This is an optimization exercise on Yosys and OpenROAD, whose aim is a short achievable clock period, not a production implementation.
At most, simulation tests tie the RTL to the original design; equivalence was not proved.
Power and IR drop assume default switching activity.

== v6 ==
// ajq_top
module ajq_top #(
    parameter N_RX = 16,
    parameter N_TX = 16
) (
    input  wire        clk,
    input  wire        rst,
    input  wire        drx_req_valid,
    input  wire [39:0] drx_req,
    output wire        drx_req_ready,
    output reg         drx_rsp_valid,
    output wire [33:0] drx_rsp,
    input  wire        dtx_req_valid,
    input  wire [39:0] dtx_req,
    output wire        dtx_req_ready,
    output reg         dtx_rsp_valid,
    output wire [33:0] dtx_rsp,
    input  wire        m_req_valid,
    input  wire [39:0] m_req,
    output wire        m_req_ready,
    output reg         m_rsp_valid,
    output reg  [33:0] m_rsp,
    output wire        rxq_empty,
    output wire        rxq_full,
    output wire        txq_empty,
    output wire        txq_full,
    output wire        tx_irq_en,
    output wire [31:0] pkt
);
Size: about 2000 cells after synthesis, about 530 flip-flops, roughly 270 I/O pins.
export LEC_CHECK = 0
export ABC_CLOCK_PERIOD_IN_PS = 1500
export CAP_MARGIN = 20
export CORE_MARGIN = 2
export CORE_UTILIZATION = 40
export SETUP_SLACK_MARGIN = 2.2
export SLEW_MARGIN = 20
export TNS_END_PERCENT = 100
create_clock -name core_clock -period 4.0 [get_ports {clk}]
standard.sh (not shown) runs the stock make flow with config.mk's settings and CLKGATE_MAP_FILE= SYNTH_SCRIPT=/design/flow/synth_recipe.tcl, a recipe that flattens the netlist after the stock synthesis.
==> flow/flow/run.sh <==
#!/bin/bash
set -euo pipefail
export BUFFER_PORTS_ARGS="-buffer_cell sky130_fd_sc_hd__buf_4"
export POST_GLOBAL_ROUTE_TCL="$PWD/flow/extra_repair.tcl"
export EXTRA_REPAIR_MARGINS="1.8 2.1 2.4"
bash standard.sh MATCH_CELL_FOOTPRINT=0 finish > flow_make.log 2>&1
==> flow/flow/extra_repair.tcl <==
# Extra setup repair on global-route parasitics, aiming at a period well
# below the 4 ns target in steps; each pass is legalised and rerouted.
foreach m $::env(EXTRA_REPAIR_MARGINS) {
  estimate_parasitics -global_routing
  log_cmd repair_timing -setup -setup_margin $m -repair_tns 100 -verbose
  global_route -start_incremental
  detailed_placement
  global_route -end_incremental
}
estimate_parasitics -global_routing
report_worst_slack -max
write_guides $::env(RESULTS_DIR)/route.guide
Input-level comparison between v7 and v6:
diff --git a/flow/design.v b/flow/design.v
--- a/flow/design.v
+++ b/flow/design.v
@@ -170,23 +170,26 @@
             end
             if (rx_pop_ok)
                 rs_q <= rs_rot;
             if (rx_a_ok && rx_push_ok)
                 re_q <= {re_q[13:0], re_q[15:14]};
             else if (rx_a_ok || rx_push_ok)
                 re_q <= re_rot;
         end
     end
-    always @(posedge clk) begin
-        if (!rt_q[0])
-            rh_q <= rx_a_d ? drx_b : m_b;
-        else if (m_acc_d && ((op_qpop && !m_q) || op_recv || op_poll))
-            rh_q <= rt_q[1] ? rx_rd1 : drx_b;
+    wire       rh_upd = !rt_q[0] || (m_acc_d && ((op_qpop && !m_q) || op_recv || op_poll));
+    wire [7:0] rh_nv  = !rt_q[0] ? (rx_a_d ? drx_b : m_b) :
+                        (rt_q[1] ? rx_rd1 : drx_b);
+    always @(posedge clk) begin
+        if (rst)
+            rh_q <= 8'h00;
+        else if (rh_upd)
+            rh_q <= rh_nv;
     end
     wire tx_a_d    = dtx_req_valid && (dtx_op == 4'h6) && !nirq_q;
     wire tx_a      = tx_a_d && !rst;
     wire tx_a_ok   = tx_a && tt_q[0];
     wire tx_emp_a  = !tt_q[0] || (tx_a && !tt_q[1]);
     wire tx_full_a = !tnf_q && !tx_a;
     wire tx_b_init = m_acc && (op_tinit || (op_qinit && m_q));
     wire tx_b_send = (m_acc && (op_send || op_enc)) || enc_step;   
     wire tx_b_push = tx_b_send || (m_acc && op_qpush && m_q);
@@ -268,29 +271,33 @@
             pos_q <= pos_q[4] ? (match_u ? 5'b00001 : 5'b10000) : {pos_q[3:0], 1'b0};
     end
     always @(posedge clk) begin
         if (feed_go_d) begin
             if (pos_q[4]) begin
                 f0_q  <= f1_q;
                 f1_q  <= f2_q;
                 f2_q  <= f3_q;
                 f3_q  <= feed_b;
-                fx_q  <= fx_q ^ f0_q ^ feed_b;
             end else begin
                 if (pos_q[0]) f0_q <= feed_b;
                 if (pos_q[1]) f1_q <= feed_b;
                 if (pos_q[2]) f2_q <= feed_b;
                 if (pos_q[3]) f3_q <= feed_b;
-                fx_q  <= (pos_q[0] ? 8'h00 : fx_q) ^ feed_b;
             end
         end
     end
     always @(posedge clk) begin
+        if (rst)
+            fx_q <= 8'h00;
+        else if (feed_go_d)
+            fx_q <= (pos_q[0] ? 8'h00 : fx_q) ^ (pos_q[4] ? f0_q : 8'h00) ^ feed_b;
+    end
+    always @(posedge clk) begin
         if (match_d)
             pkt_q <= {f0_q, f1_q, f2_q, f3_q};
     end
     wire [7:0] enc_c  = m_req[31:24];
     wire [7:0] enc_p1 = m_req[23:16];
     wire [7:0] enc_p2 = m_req[15:8];
     wire [7:0] enc_p3 = m_req[7:0];
     wire       enc_go = m_acc && op_enc && !tx_full_a;
     wire       enc_end = tx_full_a || es_q[3];
Results
Vias per cell delta for v7 relative to v6: 2.7% higher. The final reports for v7 and v6 show storage element area lower in the former. [diff] detailed-route wire length, v7 relative to v6: improvement. There was hardly any difference in die footprint between v6 and v7. Changes observed in v7 relative to v6: starting DRC count in detailed routing climbed 122; post-layout utilization of the core dropped 1.1 points; sequential share of layout area climbed 0.31 points. Largest vdd supply drop in v7 is about 12% lower than in v6. Critical setup path kind: reg -> reg -> v6, in -> reg -> v7. Per the comparison of v7 with v6, clock-pin slew on the worst setup and hold paths essentially unchanged; switching share of power comparable; minimum clock period shows a reduction of 0.13 ns; wire length the detailed router placed on met1 went down about 2.2%. Diff v6 -> v7 | met3 wirelength from detailed routing | increase of about 2.5%.
The RTL of v7 was laid out without a check of its function.


== north ==
ajq_top with an RTL version that a note above also has.
Size: about 2000 cells after synthesis, roughly 530 flip-flops, ~270 I/O pins, roughly 24000 µm² of cells after synthesis.
Settings: LEC_CHECK=0, ABC_CLOCK_PERIOD_IN_PS=1500, CAP_MARGIN=20, CORE_MARGIN=2, CORE_UTILIZATION=40, SETUP_SLACK_MARGIN=2.4, SLEW_MARGIN=20, TNS_END_PERCENT=100; clock period 4.0 ns.
==> flow/flow/run.sh <==
#!/bin/bash
set -euo pipefail
export BUFFER_PORTS_ARGS="-buffer_cell sky130_fd_sc_hd__buf_4"
export POST_RESIZE_TCL="$PWD/flow/size_inputs.tcl"
bash standard.sh MATCH_CELL_FOOTPRINT=0 finish > flow_make.log 2>&1
==> flow/flow/size_inputs.tcl <==
# Size each input port's buffer to the number of loads it drives.
set block [ord::get_db_block]
foreach bterm [$block getBTerms] {
  if { [$bterm getIoType] != "INPUT" || [$bterm getName] == "clk" } { continue }
  set net [$bterm getNet]
  if { $net == "NULL" } { continue }
  foreach iterm [$net getITerms] {
    set inst [$iterm getInst]
    set master [[$inst getMaster] getName]
    if { ![string match "sky130_fd_sc_hd__buf_*" $master] } { continue }
    set fo 0
    foreach it [$inst getITerms] {
      if { [$it isOutputSignal] } {
        set onet [$it getNet]
        if { $onet != "NULL" } { set fo [expr { [llength [$onet getITerms]] - 1 }] }
      }
    }
    if { $fo > 10 } {
      set new sky130_fd_sc_hd__buf_12
    } elseif { $fo > 4 } {
      set new sky130_fd_sc_hd__buf_8
    } else {
      continue
    }
    puts "size_inputs: [$inst getName] ([$bterm getName], $fo loads) $master -> $new"
    replace_cell [get_cells [$inst getName]] $new
  }
}
Both conditions hold for north: the flow ran to the end and the final layout passed the timing, design-rule and antenna checks.
For south, these inputs were changed with respect to north:
--- a/flow/design.v
+++ b/flow/design.v
@@ -167,32 +167,29 @@
                 rnf_q <= 1'b1;
                 rxe_q <= !rt_q[1];
                 rxf_q <= 1'b0;
             end
             if (rx_pop_ok)
                 rs_q <= rs_rot;
             if (rx_a_ok && rx_push_ok)
                 re_q <= {re_q[13:0], re_q[15:14]};
             else if (rx_a_ok || rx_push_ok)
                 re_q <= re_rot;
         end
     end
-    wire       rh_upd = !rt_q[0] || (m_acc_d && ((op_qpop && !m_q) || op_recv || op_poll));
-    wire [7:0] rh_nv  = !rt_q[0] ? (rx_a_d ? drx_b : m_b) :
-                        (rt_q[1] ? rx_rd1 : drx_b);
-    always @(posedge clk) begin
-        if (rst)
-            rh_q <= 8'h00;
-        else if (rh_upd)
-            rh_q <= rh_nv;
+    always @(posedge clk) begin
+        if (!rt_q[0])
+            rh_q <= rx_a_d ? drx_b : m_b;
+        else if (m_acc_d && ((op_qpop && !m_q) || op_recv || op_poll))
+            rh_q <= rt_q[1] ? rx_rd1 : drx_b;
     end
     wire tx_a_d    = dtx_req_valid && (dtx_op == 4'h6) && !nirq_q;
     wire tx_a      = tx_a_d && !rst;
     wire tx_a_ok   = tx_a && tt_q[0];
     wire tx_emp_a  = !tt_q[0] || (tx_a && !tt_q[1]);
     wire tx_full_a = !tnf_q && !tx_a;
     wire tx_b_init = m_acc && (op_tinit || (op_qinit && m_q));
     wire tx_b_send = (m_acc && (op_send || op_enc)) || enc_step;   
     wire tx_b_push = tx_b_send || (m_acc && op_qpush && m_q);
     wire tx_b_pop  = m_acc && op_qpop && m_q;
     wire tx_push_ok = tx_b_push && !tx_full_a;
     wire tx_pop_ok  = tx_b_pop && !tx_emp_a;
@@ -268,39 +265,35 @@
         if (rst || (m_acc && op_finit))
             pos_q <= 5'b00001;
         else if (feed_go)
             pos_q <= pos_q[4] ? (match_u ? 5'b00001 : 5'b10000) : {pos_q[3:0], 1'b0};
     end
     always @(posedge clk) begin
         if (feed_go_d) begin
             if (pos_q[4]) begin
                 f0_q  <= f1_q;
                 f1_q  <= f2_q;
                 f2_q  <= f3_q;
                 f3_q  <= feed_b;
+                fx_q  <= fx_q ^ f0_q ^ feed_b;
             end else begin
                 if (pos_q[0]) f0_q <= feed_b;
                 if (pos_q[1]) f1_q <= feed_b;
                 if (pos_q[2]) f2_q <= feed_b;
                 if (pos_q[3]) f3_q <= feed_b;
+                fx_q  <= (pos_q[0] ? 8'h00 : fx_q) ^ feed_b;
             end
         end
     end
     always @(posedge clk) begin
-        if (rst)
-            fx_q <= 8'h00;
-        else if (feed_go_d)
-            fx_q <= (pos_q[0] ? 8'h00 : fx_q) ^ (pos_q[4] ? f0_q : 8'h00) ^ feed_b;
-    end
-    always @(posedge clk) begin
         if (match_d)
             pkt_q <= {f0_q, f1_q, f2_q, f3_q};
     end
     wire [7:0] enc_c  = m_req[31:24];
     wire [7:0] enc_p1 = m_req[23:16];
     wire [7:0] enc_p2 = m_req[15:8];
     wire [7:0] enc_p3 = m_req[7:0];
     wire       enc_go = m_acc && op_enc && !tx_full_a;
     wire       enc_end = tx_full_a || es_q[3];
     always @(posedge clk) begin
         if (rst) begin
             rdy_q  <= 1'b1;
==> run summary <==
Detail-routed via count per cell delta (north -> south): insignificant
Between south and north, the die area does not differ in any meaningful way.
Lower via count goes to north over south.
Clock latency reported for the late side of the worst-skew pair: south vs north — no meaningful difference
south vs. north: final standard cell utilization of the core higher, met3 track utilization from global routing higher.
Function not checked in north: the RTL went through the layout flow alone.

## what the ideal ports hide
No port has a modelled driver above. Below, the same layouts with a new extraction and two added sets of constraints. Step 1, drivers: a clkbuf_16 drives clk and a buf_2 each remaining input, both assumed. Step 2 times the ports against the registers' clock, not the clock port: input delays grow and output delays shrink by t, the midpoint of the rising clock arrivals with the driver on. a / b / c = ideal / step 1 / step 2; a / b = the first two.
run	shift t [ns]	slack for setup (ns)	worst setup path at the end	latest minus earliest clock arrival (ns)	worst slew at a driven data input, ns
v6	0.677	1.727 / 1.727 / 1.067	input to register	0.022 / 0.021	0.26
v7	0.684	1.856 / 1.803 / 1.118	input to register	0.021 / 0.021	0.28
north	0.665	1.826 / 1.777 / 1.112	input to register	0.035 / 0.036	0.29
south	0.681	1.853 / 1.782 / 1.101	input to register	0.037 / 0.038	0.27
After both steps setup and hold are still met in every run listed. For south, which loses most, drivers alone change the setup slack by -0.071 ns; drivers and shift together by -0.752 ns.
